Source: an optimization exercise on an open RTL-to-GDS flow (aim: small area, a short achievable clock period and few clock cycles). Production flows keep margins and buffers that such runs may drop.
The RTL was checked by simulation tests, not by an equivalence proof against the original design.
Power figures rest on the tool's default switching activity, not on a simulated workload.

$ cat flow/run.sh
#!/bin/bash
# synth_recipe.tcl (not shown) runs the flow's synth.tcl, then flattens the netlist and writes it again
# the make line also repeats each setting of config.mk as NAME=value (left out here)
make -C /OpenROAD-flow-scripts/flow DESIGN_CONFIG=/design/flow/config.mk WORK_HOME=/design/flow/orfs CLKGATE_MAP_FILE= SYNTH_SCRIPT=/design/flow/synth_recipe.tcl finish
$ cat flow/config.mk
export PLATFORM = sky130hd
export DESIGN_NAME = fortelion_engine
export DESIGN_NICKNAME = fortelion_engine
export VERILOG_FILES = /design/flow/design.v
export SDC_FILE = /design/flow/constraint.sdc
export NUM_CORES = 4
export LEC_CHECK = 0
export CAP_MARGIN = 20
export CORE_MARGIN = 2
export CORE_UTILIZATION = 40
export SLEW_MARGIN = 20
$ cat flow/constraint.sdc
create_clock -name core_clock -period 10.0 [get_ports {clk}]
set_input_delay 2.0000 -clock core_clock [delete_from_list [all_inputs] [get_ports {clk}]]
set_output_delay 2.0000 -clock core_clock [all_outputs]
set_load 0.01 [all_outputs]
$ cat flow/design.v
module fortelion_engine (
    input  wire         clk,
    input  wire         rst,
    input  wire         req_valid,
    input  wire [31:0]  req_word,
    input  wire         req_transport,
    output wire         req_ready,
    input  wire         s_valid,
    input  wire [1:0]   s_kind,
    input  wire [7:0]   s_data,
    output wire         s_ready,
    output reg          done,
    output reg  [7:0]   rstatus,
    output reg  [7:0]   rrule,
    output reg  [7:0]   rexp,
    output reg  [7:0]   rrcv,
    output reg  [7:0]   ract,
    output reg  [15:0]  rvalid,
    output reg  [7:0]   rqty,
    output reg  [15:0]  rneed,
    output reg  [15:0]  ravail,
    output reg  [31:0]  rval,
    output wire [127:0] rvec,
    output reg  [15:0]  rlen,
    output wire [255:0] rbytes,
    output wire [47:0]  rfault,
    output wire [39:0]  txb,
    output reg          txv
);
    localparam [3:0] C_CELLV = 4'd0, C_CURR = 4'd1, C_TEMP = 4'd2,
                     C_SOH = 4'd6, C_FS1 = 4'd7, C_FS2 = 4'd8,
                     C_MI = 4'd9, C_SU = 4'd10, C_NONE = 4'd15;
    localparam [3:0] S_IDLE = 4'd0, S_STRM = 4'd1, S_RW = 4'd2, S_WR2 = 4'd3,
                     S_WALK = 4'd4, S_CK1 = 4'd5, S_CK2 = 4'd6, S_X10 = 4'd7,
                     S_SUM = 4'd8, S_D1 = 4'd9, S_D2 = 4'd10, S_D3 = 4'd11,
                     S_DIV = 4'd12;
    function [7:0] f_len(input [3:0] c);
        case (c)
            4'd0: f_len = 8'd16;
            4'd1, 4'd2, 4'd3, 4'd4, 4'd5: f_len = 8'd2;
            4'd6, 4'd7, 4'd8: f_len = 8'd1;
            4'd9: f_len = 8'd32;
            4'd10: f_len = 8'd24;
            default: f_len = 8'd0;
        endcase
    endfunction
    function [7:0] f_code(input [3:0] c);
        case (c)
            4'd0: f_code = 8'h21;  4'd1: f_code = 8'h22;
            4'd2: f_code = 8'h23;  4'd3: f_code = 8'h24;
            4'd4: f_code = 8'h25;  4'd5: f_code = 8'h26;
            4'd6: f_code = 8'h27;  4'd7: f_code = 8'h28;
            4'd8: f_code = 8'h29;  4'd9: f_code = 8'h30;
            default: f_code = 8'h31;
        endcase
    endfunction
    function [7:0] f_step(input [7:0] c);
        integer k;
        reg [7:0] x;
        begin
            x = c;
            for (k = 0; k < 8; k = k + 1)
                x = x[7] ? ((x << 1) ^ 8'h07) : (x << 1);
            f_step = x;
        end
    endfunction
    function [15:0] f_mask(input [3:0] q);
        case (q)
            4'd0:  f_mask = 16'h0201;
            4'd1:  f_mask = 16'h0602;
            4'd2:  f_mask = 16'h0604;
            4'd3:  f_mask = 16'h0608;
            4'd4:  f_mask = 16'h0610;
            4'd5:  f_mask = 16'h0620;
            4'd6, 4'd7, 4'd9: f_mask = 16'h0600;
            4'd8:  f_mask = 16'h0640;
            4'd10: f_mask = 16'h0680;
            4'd11: f_mask = 16'h0700;
            default: f_mask = 16'h0400;
        endcase
    endfunction
    reg [7:0]  fbn [0:37];       
    reg        fbz;              
    reg [3:0]  exp_cmd;          
    reg [7:0]  crc;              
    reg        rdy, srdy;
    reg [3:0]  seq;
    reg [5:0]  cnt;              
    reg [8:0]  idx;              
    reg [7:0]  wd;               
    reg [5:0]  wa;
    reg        wv, cv;           
    reg        k_rx, k_ok, k_ill, k_wr, k_abs;
    reg [15:0] rr;               
    reg [4:0]  txc;              
    reg [7:0]  txk;              
    reg        f_build;
    reg [4:0]  en_p;             
    reg        en_v;             
    reg        e_fs1, e_fs2, e_mi, e_su;    
    assign req_ready = rdy;
    assign s_ready   = srdy;
    wire [7:0] fb [0:37];
    genvar gi;
    generate
        for (gi = 0; gi < 38; gi = gi + 1) begin : g_fb
            assign fb[gi] = ~fbn[gi];
        end
    endgenerate
    wire       noframe = (exp_cmd == C_NONE);
    wire [7:0] cur_len = f_len(exp_cmd);
    wire [5:0] flen    = noframe ? 6'd0 : (cur_len[5:0] + 6'd6);
    wire [5:0] l4      = cur_len[5:0] + 6'd4;
    wire [7:0] cur_code = f_code(exp_cmd);
    reg [7:0] ckb;
    always @(*) begin
        case (exp_cmd)
            4'd0: ckb = fb[20];
            4'd1, 4'd2, 4'd3, 4'd4, 4'd5: ckb = fb[6];
            4'd6, 4'd7, 4'd8: ckb = fb[5];
            4'd9: ckb = fb[36];
            default: ckb = fb[28];
        endcase
    end
    reg [2:0] v_rule;
    reg [7:0] v_exp, v_rcv;
    always @(*) begin
        v_rule = 3'd0; v_exp = 8'd0; v_rcv = 8'd0;
        if (fbz) begin
            v_rule = 3'd1; v_exp = 8'h02; v_rcv = 8'h00;
        end else if (fb[0] != 8'h02) begin
            v_rule = 3'd1; v_exp = 8'h02; v_rcv = fb[0];
        end else if (fb[1] != 8'h01) begin
            v_rule = 3'd2; v_exp = 8'h01; v_rcv = fb[1];
        end else if (fb[2] != cur_code) begin
            v_rule = 3'd3; v_exp = cur_code; v_rcv = fb[2];
        end else if (fb[3] != cur_len) begin
            v_rule = 3'd4; v_exp = cur_len; v_rcv = fb[3];
        end else if (ckb != crc) begin
            v_rule = 3'd5; v_exp = crc; v_rcv = ckb;
        end
    end
    wire v_bad = (v_rule != 3'd0);
    wire is_fs1 = (exp_cmd == C_FS1), is_fs2 = (exp_cmd == C_FS2);
    wire is_mi  = (exp_cmd == C_MI),  is_su  = (exp_cmd == C_SU);
    wire       fr1_ok = is_fs1 | is_mi | is_su;
    wire       fr2_ok = is_fs2 | is_mi | is_su;
    wire       fr3_ok = is_su;
    wire [7:0] fr1 = is_mi ? fb[31] : is_su ? fb[22] : fb[4];
    wire [7:0] fr2 = is_mi ? fb[32] : is_su ? fb[23] : fb[4];
    wire [7:0] fr3 = fb[24];
    reg [47:0] fault_all;
    integer k;
    always @(*) begin
        for (k = 0; k < 8; k = k + 1) begin
            fault_all[2*k +: 2]      = !fr1_ok ? 2'd0 : (fr1[k] ? 2'd2 : 2'd1);
            fault_all[16 + 2*k +: 2] = !fr2_ok ? 2'd0 : (fr2[k] ? 2'd2 : 2'd1);
            fault_all[32 + 2*k +: 2] = !fr3_ok ? 2'd0 : (fr3[k] ? 2'd2 : 2'd1);
        end
    end
    wire [7:0] w_op  = req_word[7:0];
    wire [3:0] w_cmd = req_word[11:8];
    wire [4:0] w_fid = req_word[12:8];
    wire [3:0] w_q   = req_word[3:0];
    reg w_known, w_mbz;
    always @(*) begin
        w_known = 1'b1;
        w_mbz   = 1'b0;
        case (w_op)
            8'h01, 8'h13, 8'h14, 8'h15,
            8'h20, 8'h21, 8'h22, 8'h23, 8'h24, 8'h25, 8'h26,
            8'h27, 8'h28, 8'h29, 8'h2A, 8'h2B, 8'h2C, 8'h32:
                w_mbz = |req_word[31:8];
            8'h02, 8'h03, 8'h10: w_mbz = |req_word[31:12];
            8'h11: w_mbz = |req_word[23:17];
            8'h12: w_mbz = |req_word[31:17];
            8'h31: w_mbz = |req_word[31:13];
            8'h30: w_mbz = (|req_word[15:13]) | (|req_word[31:24]);
            default: w_known = 1'b0;
        endcase
    end
    wire w_ill_op  = !w_known || w_mbz || (w_op == 8'h13 && !req_transport);
    wire w_ill_opd = ((w_op == 8'h02 || w_op == 8'h03 || w_op == 8'h10) && w_cmd >= 4'd11) ||
                     ((w_op == 8'h30 || w_op == 8'h31) && w_fid >= 5'd24);
    wire w_stream  = (w_op == 8'h01) || (w_op == 8'h13);
    reg [31:0] gval;
    reg [3:0]  gseq;        
    reg        gdiv0;
    always @(*) begin
        gval  = 32'd0;
        gseq  = S_IDLE;
        gdiv0 = 1'b0;
        case (w_q)
            4'd1: begin
                if (is_mi) begin
                    gval = {{16{fb[20][7]}}, fb[20], fb[21]}; gseq = S_X10;
                end else begin
                    gval = {{16{fb[4][7]}}, fb[4], fb[5]};
                    if (is_su) gseq = S_X10;
                end
            end
            4'd2: gval = is_mi ? {{16{fb[22][7]}}, fb[22], fb[23]} :
                         is_su ? {{16{fb[8][7]}}, fb[8], fb[9]} :
                                 {{16{fb[4][7]}}, fb[4], fb[5]};
            4'd3: begin
                gval = is_mi ? {16'd0, fb[24], fb[25]} :
                       is_su ? {16'd0, fb[10], fb[11]} : {16'd0, fb[4], fb[5]};
                if (is_su) gseq = S_X10;
            end
            4'd4: begin
                gval = is_mi ? {16'd0, fb[26], fb[27]} :
                       is_su ? {16'd0, fb[12], fb[13]} : {16'd0, fb[4], fb[5]};
                if (is_su) gseq = S_X10;
            end
            4'd5: begin
                gval = is_mi ? {16'd0, fb[28], fb[29]} :
                       is_su ? {16'd0, fb[14], fb[15]} : {16'd0, fb[4], fb[5]};
                if (is_su) gseq = S_X10;
            end
            4'd6: begin
                if (is_su) gval = {24'd0, fb[16]};
                else begin
                    gval = {16'd0, fb[24], fb[25]}; gseq = S_D1;
                    gdiv0 = ({fb[26], fb[27]} == 16'd0);
                end
            end
            4'd7: begin
                if (is_su) gval = {24'd0, fb[17]};
                else begin
                    gval = {16'd0, fb[24], fb[25]}; gseq = S_D1;
                    gdiv0 = ({fb[28], fb[29]} == 16'd0);
                end
            end
            4'd8: gval = is_mi ? {24'd0, fb[30]} : is_su ? {24'd0, fb[18]} : {24'd0, fb[4]};
            4'd9: begin
                if (is_su) gval = {16'd0, fb[20], fb[21]};
                else begin
                    gval = {16'd0, fb[4], fb[5]}; gseq = S_SUM;
                end
            end
            4'd10: gval = {24'd0, fr1};
            4'd11: gval = {24'd0, fr2};
            4'd12: gval = {24'd0, fr3};
            default: ;
        endcase
    end
    wire [15:0] w_mask   = f_mask(w_q);
    wire        w_source = w_mask[exp_cmd];
    wire [7:0] w_code = f_code(w_cmd);
    wire [7:0] w_bck  = f_step(f_step(f_step(f_step(8'h05) ^ 8'h01) ^ w_code) ^ 8'h00);
    wire [7:0] rdbyte = (cnt < 6'd38) ? fb[cnt] : 8'd0;
    wire        a_x10 = (seq == S_X10) || (seq == S_D1) || (seq == S_D2);
    wire        a_div = (seq == S_DIV);
    wire [15:0] mi_des  = {fb[26], fb[27]};
    wire [15:0] mi_full = {fb[28], fb[29]};
    wire [15:0] dvsr    = k_abs ? mi_des : mi_full;
    wire [22:0] add_a = a_x10 ? {rval[19:0], 3'b000} :
                        a_div ? {6'd0, rr, rval[22]} : rval[22:0];
    wire [22:0] add_b = a_x10 ? {rval[21:0], 1'b0} :
                        a_div ? ~{7'd0, dvsr} :
                        (seq == S_SUM) ? (cnt[0] ? {15'd0, rdbyte} : {7'd0, rdbyte, 8'd0}) :
                        (k_abs ? {8'd0, mi_des[15:1]} : 23'd0);
    wire [22:0] add_s = add_a + add_b + {22'd0, a_div};
    wire        div_ge = !add_s[22];
    wire rx_success = (s_kind != 2'd3) &&
                      ((s_kind == 2'd1) ? (cnt == flen - 6'd1) : (cnt == flen));
    wire clrall = (seq == S_RW) && k_wr && fbz && (idx < {3'd0, flen});
    integer b;
    always @(posedge clk) begin
        for (b = 0; b < 38; b = b + 1) begin
            if (clrall)
                fbn[b] <= 8'hFF;
            else if (wv && wa == b)
                fbn[b] <= ~wd;
        end
    end
    always @(posedge clk) begin
        if (rst) begin
            rdy     <= 1'b1;
            srdy    <= 1'b0;
            seq     <= S_IDLE;
            done    <= 1'b0;
            exp_cmd <= C_NONE;
            txv     <= 1'b0;
            wv      <= 1'b0;
            cv      <= 1'b0;
            rstatus <= 8'hFF;
            rrule   <= 8'd0; rexp <= 8'd0; rrcv <= 8'd0; ract <= 8'd0;
            rvalid  <= 16'd0; rqty <= 8'd0; rneed <= 16'd0; ravail <= 16'd0;
            rval    <= 32'd0; rlen <= 16'd0;
            f_build <= 1'b0; en_p <= 5'd0; en_v <= 1'b0;
            e_fs1 <= 1'b0; e_fs2 <= 1'b0; e_mi <= 1'b0; e_su <= 1'b0;
        end else begin
            done <= 1'b0;
            wv   <= 1'b0;
            cv   <= 1'b0;
            if (cv)
                crc <= f_step(crc ^ wd);
            case (seq)
            S_IDLE: if (req_valid) begin
                rstatus <= 8'd0;
                rrule   <= 8'd0; rexp <= 8'd0; rrcv <= 8'd0; ract <= 8'd0;
                rvalid  <= 16'd0; rqty <= 8'd0; rneed <= 16'd0; ravail <= 16'd0;
                rval    <= 32'd0; rlen <= 16'd0;
                f_build <= 1'b0; en_p <= 5'd0; en_v <= 1'b0;
                e_fs1 <= 1'b0; e_fs2 <= 1'b0; e_mi <= 1'b0; e_su <= 1'b0;
                done    <= 1'b1;
                k_ill   <= w_ill_op;
                k_rx    <= (w_op == 8'h13);
                k_wr    <= (w_op == 8'h11);
                k_abs   <= (w_q == 4'd6);
                if (w_stream) begin
                    done <= 1'b0;
                    rdy  <= 1'b0;
                    srdy <= 1'b1;
                    seq  <= S_STRM;
                    cnt  <= 6'd0;
                    k_ok <= !w_ill_op && !(w_op == 8'h13 && noframe);
                    if (!w_ill_op && !(w_op == 8'h13 && noframe))
                        crc <= 8'd0;
                end else if (w_ill_op) begin
                    rstatus <= 8'h0E;
                end else if (w_ill_opd) begin
                    rstatus <= 8'h0F;
                end else begin
                    case (w_op)
                    8'h02: rval <= {16'd0, f_len(w_cmd), w_code};
                    8'h03: begin
                        txc     <= w_code[4:0];
                        txk     <= w_bck;
                        txv     <= 1'b1;
                        f_build <= 1'b1;
                        rlen    <= 16'd5;
                    end
                    8'h10: begin
                        exp_cmd <= w_cmd;
                        fbz     <= 1'b1;
                    end
                    8'h11, 8'h12: begin
                        if (noframe) rstatus <= 8'h05;
                        else begin
                            done <= 1'b0;
                            rdy  <= 1'b0;
                            seq  <= S_RW;
                            idx  <= req_word[16:8];
                            cnt  <= req_word[13:8];
                            wd   <= req_word[31:24];
                        end
                    end
                    8'h14: begin
                        if (noframe) rstatus <= 8'h05;
                        else if (v_bad) begin
                            rstatus <= 8'h01;
                            rrule <= {5'd0, v_rule}; rexp <= v_exp; rrcv <= v_rcv;
                        end
                    end
                    8'h15: begin
                        if (noframe) rstatus <= 8'h05;
                        else begin
                            rlen <= {8'd0, cur_len};
                            en_p[0] <= !fbz;
                            en_p[1] <= !fbz && (cur_len >= 8'd2);
                            en_p[2] <= !fbz && (cur_len >= 8'd16);
                            en_p[3] <= !fbz && (cur_len >= 8'd24);
                            en_p[4] <= !fbz && (cur_len >= 8'd32);
                        end
                    end
                    8'h30: rval <= {30'd0, req_word[16 + w_fid[2:0]] ? 2'd2 : 2'd1};
                    8'h31, 8'h32: begin
                        if (noframe) rstatus <= 8'h05;
                        else if (v_bad) begin
                            rstatus <= 8'h01;
                            rrule <= {5'd0, v_rule}; rexp <= v_exp; rrcv <= v_rcv;
                        end else if (w_op == 8'h31) begin
                            rval <= {30'd0, fault_all[2*w_fid +: 2]};
                        end else begin
                            e_fs1 <= is_fs1; e_fs2 <= is_fs2; e_mi <= is_mi; e_su <= is_su;
                        end
                    end
                    default: begin     
                        if (noframe) rstatus <= 8'h05;
                        else if (v_bad) begin
                            rstatus <= 8'h01;
                            rrule <= {5'd0, v_rule}; rexp <= v_exp; rrcv <= v_rcv;
                        end else if (!w_source) begin
                            rstatus <= 8'h02;
                            ract    <= {4'd0, exp_cmd};
                            rvalid  <= w_mask;
                        end else if (gdiv0) begin
                            rstatus <= 8'h04;
                            rqty    <= (w_q == 4'd6) ? 8'd6 : 8'd7;
                        end else if (w_q == 4'd0) begin
                            en_v <= 1'b1;
                        end else begin
                            rval <= gval;
                            if (gseq != S_IDLE) begin
                                done <= 1'b0;
                                rdy  <= 1'b0;
                                seq  <= gseq;
                                cnt  <= 6'd6;
                            end
                        end
                    end
                    endcase
                end
            end
            S_STRM: if (s_valid) begin
                if (!s_kind[1]) begin
                    wd <= s_data;
                    wa <= cnt;
                    wv <= k_ok && k_rx;
                    cv <= k_ok && (!k_rx || cnt < l4);
                    if (cnt != 6'd63) cnt <= cnt + 6'd1;
                end
                if (s_kind != 2'd0) begin
                    srdy <= 1'b0;
                    if (k_rx) begin
                        done <= 1'b1;
                        rdy  <= 1'b1;
                        seq  <= S_IDLE;
                        if (k_ill) rstatus <= 8'h0E;
                        else if (noframe) rstatus <= 8'h05;
                        else if (rx_success) fbz <= 1'b0;
                        else begin
                            rstatus <= 8'h12;
                            fbz     <= 1'b1;
                        end
                    end else begin
                        seq <= S_CK1;
                    end
                end
            end
            S_CK1: seq <= S_CK2;
            S_CK2: begin
                if (k_ill) rstatus <= 8'h0E;
                else rval <= {24'd0, crc};
                if (!k_ill && !noframe && !fbz) begin
                    crc <= 8'd0;
                    cnt <= 6'd0;
                    seq <= S_WALK;
                end else begin
                    done <= 1'b1;
                    rdy  <= 1'b1;
                    seq  <= S_IDLE;
                end
            end
            S_RW: begin
                if (idx >= {3'd0, flen}) begin
                    rstatus <= 8'h06;
                    rneed   <= {7'd0, idx};
                    ravail  <= {10'd0, flen};
                    done <= 1'b1; rdy <= 1'b1; seq <= S_IDLE;
                end else if (!k_wr) begin
                    rval <= fbz ? 32'd0 : {24'd0, rdbyte};
                    done <= 1'b1; rdy <= 1'b1; seq <= S_IDLE;
                end else begin
                    fbz <= 1'b0;
                    wv  <= 1'b1;
                    wa  <= idx[5:0];
                    seq <= S_WR2;
                end
            end
            S_WR2: begin
                crc <= 8'd0;
                cnt <= 6'd0;
                seq <= S_WALK;
            end
            S_WALK: begin
                crc <= f_step(crc ^ rdbyte);
                cnt <= cnt + 6'd1;
                if (cnt == l4 - 6'd1) begin
                    done <= 1'b1; rdy <= 1'b1; seq <= S_IDLE;
                end
            end
            S_X10: begin
                rval <= {{9{add_s[22]}}, add_s};
                done <= 1'b1; rdy <= 1'b1; seq <= S_IDLE;
            end
            S_SUM: begin
                rval <= {9'd0, add_s};
                cnt  <= cnt + 6'd1;
                if (cnt == 6'd19) begin
                    done <= 1'b1; rdy <= 1'b1; seq <= S_IDLE;
                end
            end
            S_D1: begin
                rval <= {9'd0, add_s};
                seq  <= S_D2;
            end
            S_D2: begin
                rval <= {9'd0, add_s};
                seq  <= S_D3;
            end
            S_D3: begin
                rval <= {9'd0, add_s};
                rr   <= 16'd0;
                cnt  <= 6'd0;
                seq  <= S_DIV;
            end
            S_DIV: begin
                rr   <= div_ge ? add_s[15:0] : {rr[14:0], rval[22]};
                rval <= {9'd0, rval[21:0], div_ge};
                cnt  <= cnt + 6'd1;
                if (cnt == 6'd22) begin
                    done <= 1'b1; rdy <= 1'b1; seq <= S_IDLE;
                end
            end
            default: seq <= S_IDLE;
            endcase
        end
    end
    genvar gj;
    generate
        for (gj = 0; gj < 32; gj = gj + 1) begin : g_pay
            wire en = (gj == 0) ? en_p[0] : (gj == 1) ? en_p[1] :
                      (gj < 16) ? en_p[2] : (gj < 24) ? en_p[3] : en_p[4];
            wire [7:0] pb = en ? fb[4 + gj] : 8'd0;
            if (gj == 0)
                assign rbytes[8*gj +: 8] = pb | (f_build ? 8'h05 : 8'h00);
            else if (gj == 1)
                assign rbytes[8*gj +: 8] = pb | (f_build ? 8'h01 : 8'h00);
            else if (gj == 2)
                assign rbytes[8*gj +: 8] = pb | (f_build ? {3'b001, txc} : 8'h00);
            else if (gj == 4)
                assign rbytes[8*gj +: 8] = pb | (f_build ? txk : 8'h00);
            else
                assign rbytes[8*gj +: 8] = pb;
        end
        for (gj = 0; gj < 8; gj = gj + 1) begin : g_vec
            assign rvec[16*gj +: 16] = en_v ? {fb[4 + 2*gj], fb[5 + 2*gj]} : 16'd0;
        end
        for (gj = 0; gj < 8; gj = gj + 1) begin : g_flt
            wire b1 = (e_fs1 & fb[4][gj]) | (e_mi & fb[31][gj]) | (e_su & fb[22][gj]);
            wire n1 = (e_fs1 & ~fb[4][gj]) | (e_mi & ~fb[31][gj]) | (e_su & ~fb[22][gj]);
            wire b2 = (e_fs2 & fb[4][gj]) | (e_mi & fb[32][gj]) | (e_su & fb[23][gj]);
            wire n2 = (e_fs2 & ~fb[4][gj]) | (e_mi & ~fb[32][gj]) | (e_su & ~fb[23][gj]);
            wire b3 = e_su & fb[24][gj];
            wire n3 = e_su & ~fb[24][gj];
            assign rfault[2*gj +: 2]      = {b1, n1};
            assign rfault[16 + 2*gj +: 2] = {b2, n2};
            assign rfault[32 + 2*gj +: 2] = {b3, n3};
        end
    endgenerate
    assign txb = {txk, 8'h00, 3'b001, txc, 8'h01, 8'h05};
endmodule
==> results.py <==
metrics = {
    "outcome": {
        "status": "no timing/DRC/antenna violations",
    },
    "global_routing": {
        "antenna_found_initial": 35,
        "gr-usage-all-layers_pct": 46.4,
        "grt_max_degree": 194,
        "grt_pass1_wl_mm": 281,
        "gr-total-overflow": 0,
        "grt_pass1_vias": 34485,
    },
    "placement": {
        "placed_area_um2": 39500,
        "pre_cts_slack_ns": 2.48,
        "post-place-cells": 5732,
        "hpwlAfterDp_mm": 155,
        "gp_congestion": 1.10,
        "io_buffers": 593,
    },
    "clocking": {
        "tritoncts": "built",
        "cts_hold_buf": 0,
        "clk_pin_slew_ns": 0.06,
        "postCtsSetupBuffers": 0,
        "cts_buffers": 55,
        "cts_resized": 0,
        "clock_path_buffers": 3,
        "cts_root_buf": "clkbuf_16",
        "insertion_delay_ns": 0.66,
        "htree_levels": 2,
        "cts_sinks": 497,
    },
    "detailed_routing": {
        "ant_nets": 0,
        "avgRoutedWirePerCell_um": 35.4,
        "vias": 39135,
        "viasPerCell": 6.68,
        "remaining_drc_errors": 0,
        "drt-pass1-iter-count": 9,
        "drtIter0Drc": 6055,
        "finalWirelength_mm": 207,
    },
    "synth": {
        "synthSimpleGateAreaFrac_pct": 25.5,
        "syn-cell-area_um2": 33100,
        "synth_top_area_share_pct": 25.7,
        "ys_ff_latch": 497,
        "synth_fa_ha_area_share_pct": 2.13,
        "synth-compound-area-share_pct": 26.9,
        "synthTopCellsByCount": "nand2_1, dfxtp_1, nor2_1",
        "ys.flop_type": "dfxtp_1",
        "synth_area_leader_cell": "dfxtp_1",
        "synth.most_common_cell": "nand2_1",
        "synth_edf_count": 72,
        "synth_cell_types": 99,
        "synthXorXnorAreaFrac_pct": 3.02,
        "synth_warnings": 2,
        "async_reset_ff_share_pct": 0,
        "ys_seq_area_share_pct": 32.3,
        "synth_area_leaders": "dfxtp_1, nand2_1, o211ai_1",
        "muxShareOfSynthArea_pct": 1.86,
        "synth_area_per_cell_um2": 7.62,
        "synthCells": 4341,
        "synth_top_family_by_area": "compound AO/OA/AOI/OAI gates",
    },
    "die": {
        "placeableCoreArea_um2": 82000,
        "ioPinCount": 667,
        "die_w_um": 292,
        "die_area_um2": 85000,
        "initial_core_util_pct": 40.4,
        "dieHeight_um": 292,
        "rows": 105,
    },
    "timing": {
        "fmax_mhz": 128,
        "setup_viol": 0,
        "fin_setup_tns_ns": 0,
        "worst_slew_pin_slew_ns": 1.21,
        "rsz0062_at_grt": "no",
        "slew_viol_final": 0,
        "finalCriticalPeriod_ns": 7.83,
        "fin_skew_ns": 0.0277,
        "setup_ws_ns": 2.17,
        "final_hold_viol_count": 0,
        "period_share_pct": 78.3,
        "slew_headroom_pct": 18.4,
    },
    "power_and_ir_drop": {
        "power_density_nw_per_um2": 110,
        "p_leak_nw": 15.7,
        "peakVddDrop_mv": 0.135,
    },
    "finish": {
        "fin_util_pct": 50.5,
        "fin_cells": 5858,
        "design_area_um2": 41400,
        "fin_nets": 4821,
        "fillers": 8054,
        "area_growth_pct": 25.3,
        "drive_above_1_share_pct": 7.05,
    },
    "setup_path": {
        "cp-end-kind": "flip-flop",
        "r2r_slack_ns": 2.17,
        "max_stage_delay_ns": 0.68,
        "path_max_fanout": 14,
        "path_class": "reg -> reg",
        "critPathRequiredTime_ns": 10.51,
        "critical_path.top_delay_family": "compound AO/OA/AOI/OAI gates",
        "worstPathCellList": "ha_1 > nor2b_1 > nand2_1 > o22ai_1 > nor2_1 > nand4_1 > o41a_1 > a21oi_1 > o22a_1 > fa_1 > fa_1 > nor2b_1 > o21ai_0 > a2111oi_0 > nor3_1 > or4_1 > a21boi_0 > o31a_1 > o21ai_1 > a21o_1 > or3_1 > o21ai_0",
        "worst_setup_path_start_kind": "flip-flop",
        "path_buf_inv": 0,
        "crit_slowest_cell": "edfxtp_1",
        "worstPathArrival_ns": 8.34,
    },
    "worst_hold_path": {
        "hold_path_class": "reg -> reg",
    },
    "run": {
        "cap_violations": 0,
    },
}
cell usage in the layout, fill, tap and decap left out, types with 18 or more instances in the layout:
| cell type | instances |
|---|---|
| ha_1 | 53 |
| nand4_1 | 30 |
| edfxtp_1 | 72 |
| inv_1 | 87 |
| and2_1 | 24 |
| nor3_1 | 72 |
| nor2b_1 | 305 |
| a21oi_1 | 172 |
| a211oi_1 | 27 |
| a222oi_1 | 23 |
| xnor2_1 | 72 |
| o221ai_1 | 35 |
| diode_2 | 23 |
| a221oi_1 | 22 |
| nor2_1 | 369 |
| o21ai_0 | 159 |
| xor2_1 | 42 |
| and3_1 | 18 |
| nor4_1 | 36 |
| conb_1 | 73 |
| o32ai_1 | 20 |
| nand2_1 | 665 |
| a21o_1 | 28 |
| mux2i_1 | 31 |
| nand3_1 | 79 |
| a31oi_1 | 35 |
| clkdlybuf4s50_1 | 591 |
| buf_4 | 155 |
| o211ai_1 | 321 |
| nand2b_1 | 35 |
| dfxtp_1 | 422 |
| a22oi_1 | 56 |
| o22ai_1 | 191 |
| clkbuf_16 | 57 |
| o21bai_1 | 19 |
report_power, final:
| part | switching, mW | total (mW) | internal, mW |
|---|---|---|---|
| Combinational | 0.245 | 0.367 | 0.122 |
| Clock | 0.930 | 2.15 | 1.22 |
| Sequential | 0.0144 | 2.05 | 2.03 |
| Total | 1.19 | 4.56 | 3.37 |
routing by layer:
metal,share of wire [%],vias up,global-route usage [%]
met5,0.087,-,0
met4,6.7,28,25.4
met3,14,727,17.1
met2,40,3240,66.0
met1,39,18784,60.6
li1,-,16356,-
cell families (layout without fill, tap and decap cells):
| kind of cell | count (synthesis) | in the layout |
|---|---|---|
| xor+xnor | 114 | 114 |
| fa+ha+maj | 55 | 55 |
| buf+inv | 590 | 943 |
| other cells | 2 | 96 |
| simple gates | 1748 | 1748 |
| compound gates | 1284 | 1284 |
| flops | 497 | 497 |
| mux | 51 | 51 |
worst min-delay path, stage by stage, from the launching register on:
cell,delay (ns)
dfxtp_1,0.31
nand2_1,0.05
a21oi_1,0.05
flip-flops by register name, indices dropped and copies added (netlist names), 8 cells and up:
register and cells:
rrcv 8, rvalid 11, idx 9, rval 24
crc 8, fbn 304, txk 8, rneed 9
rexp 8, wd 8, rr 16
area by class of cell:
| type | instances | area (um2) | share of cell area [%] |
|---|---|---|---|
| inverter | 92 | 347 | 0.836 |
| clock inverter | 23 | 302 | 0.728 |
| clock buffer | 80 | 1580 | 3.82 |
| multi-input combinational | 3325 | 20000 | 48.3 |
| tap | 1070 | 1340 | 3.23 |
| antenna | 23 | 57.6 | 0.139 |
| timing repair buffer | 748 | 7100 | 17.1 |
| sequential | 497 | 10700 | 25.8 |
path summary, 6_finish.rpt:
kind	cells past startpoint	from	to
hold / removal	2	rrule[1]	rrule[1]
setup reg to reg	22	cnt[0]	rr[1]
setup / recovery	22	cnt[0]	rr[1]
hold reg to reg	2	rrule[1]	rrule[1]
per-stage QoR:
stage                     hold slack, ns  total power, mW
after floorplan                    0.436             2.31
after global placement             0.432             2.43
after detailed placement           0.435             2.43
after CTS                          0.451             4.54
after global routing               0.465             4.65
final                              0.452             4.56
Testbench counts, summed over its fixed seeds: cycles 18,456.

port drivers added, routing unchanged:
In the flow no input, the clock included, has a driving cell. The finished layout below was timed again as built, in two steps. Step 1 sets driving cells, clkbuf_16 on the clock port and buf_2 on the other inputs (assumed; they add their load-dependent delay and slew). Step 2, shift: input delay + t, output delay - t, t = (earliest + latest rising clock arrival at the registers) / 2. This alone moves slack from input paths to output paths. Slacks: no drivers / after step 1 / after step 2; pairs: no drivers / after step 1.
t, ns: 0.718
setup slack, ns: 2.169 / 2.169 / 2.169
slew at the worst register clock pin (ns): 0.07 / 0.07
After both steps this run still meets setup and hold. For this run, drivers alone change the setup slack by 0.000 ns; drivers and shift together by 0.000 ns.
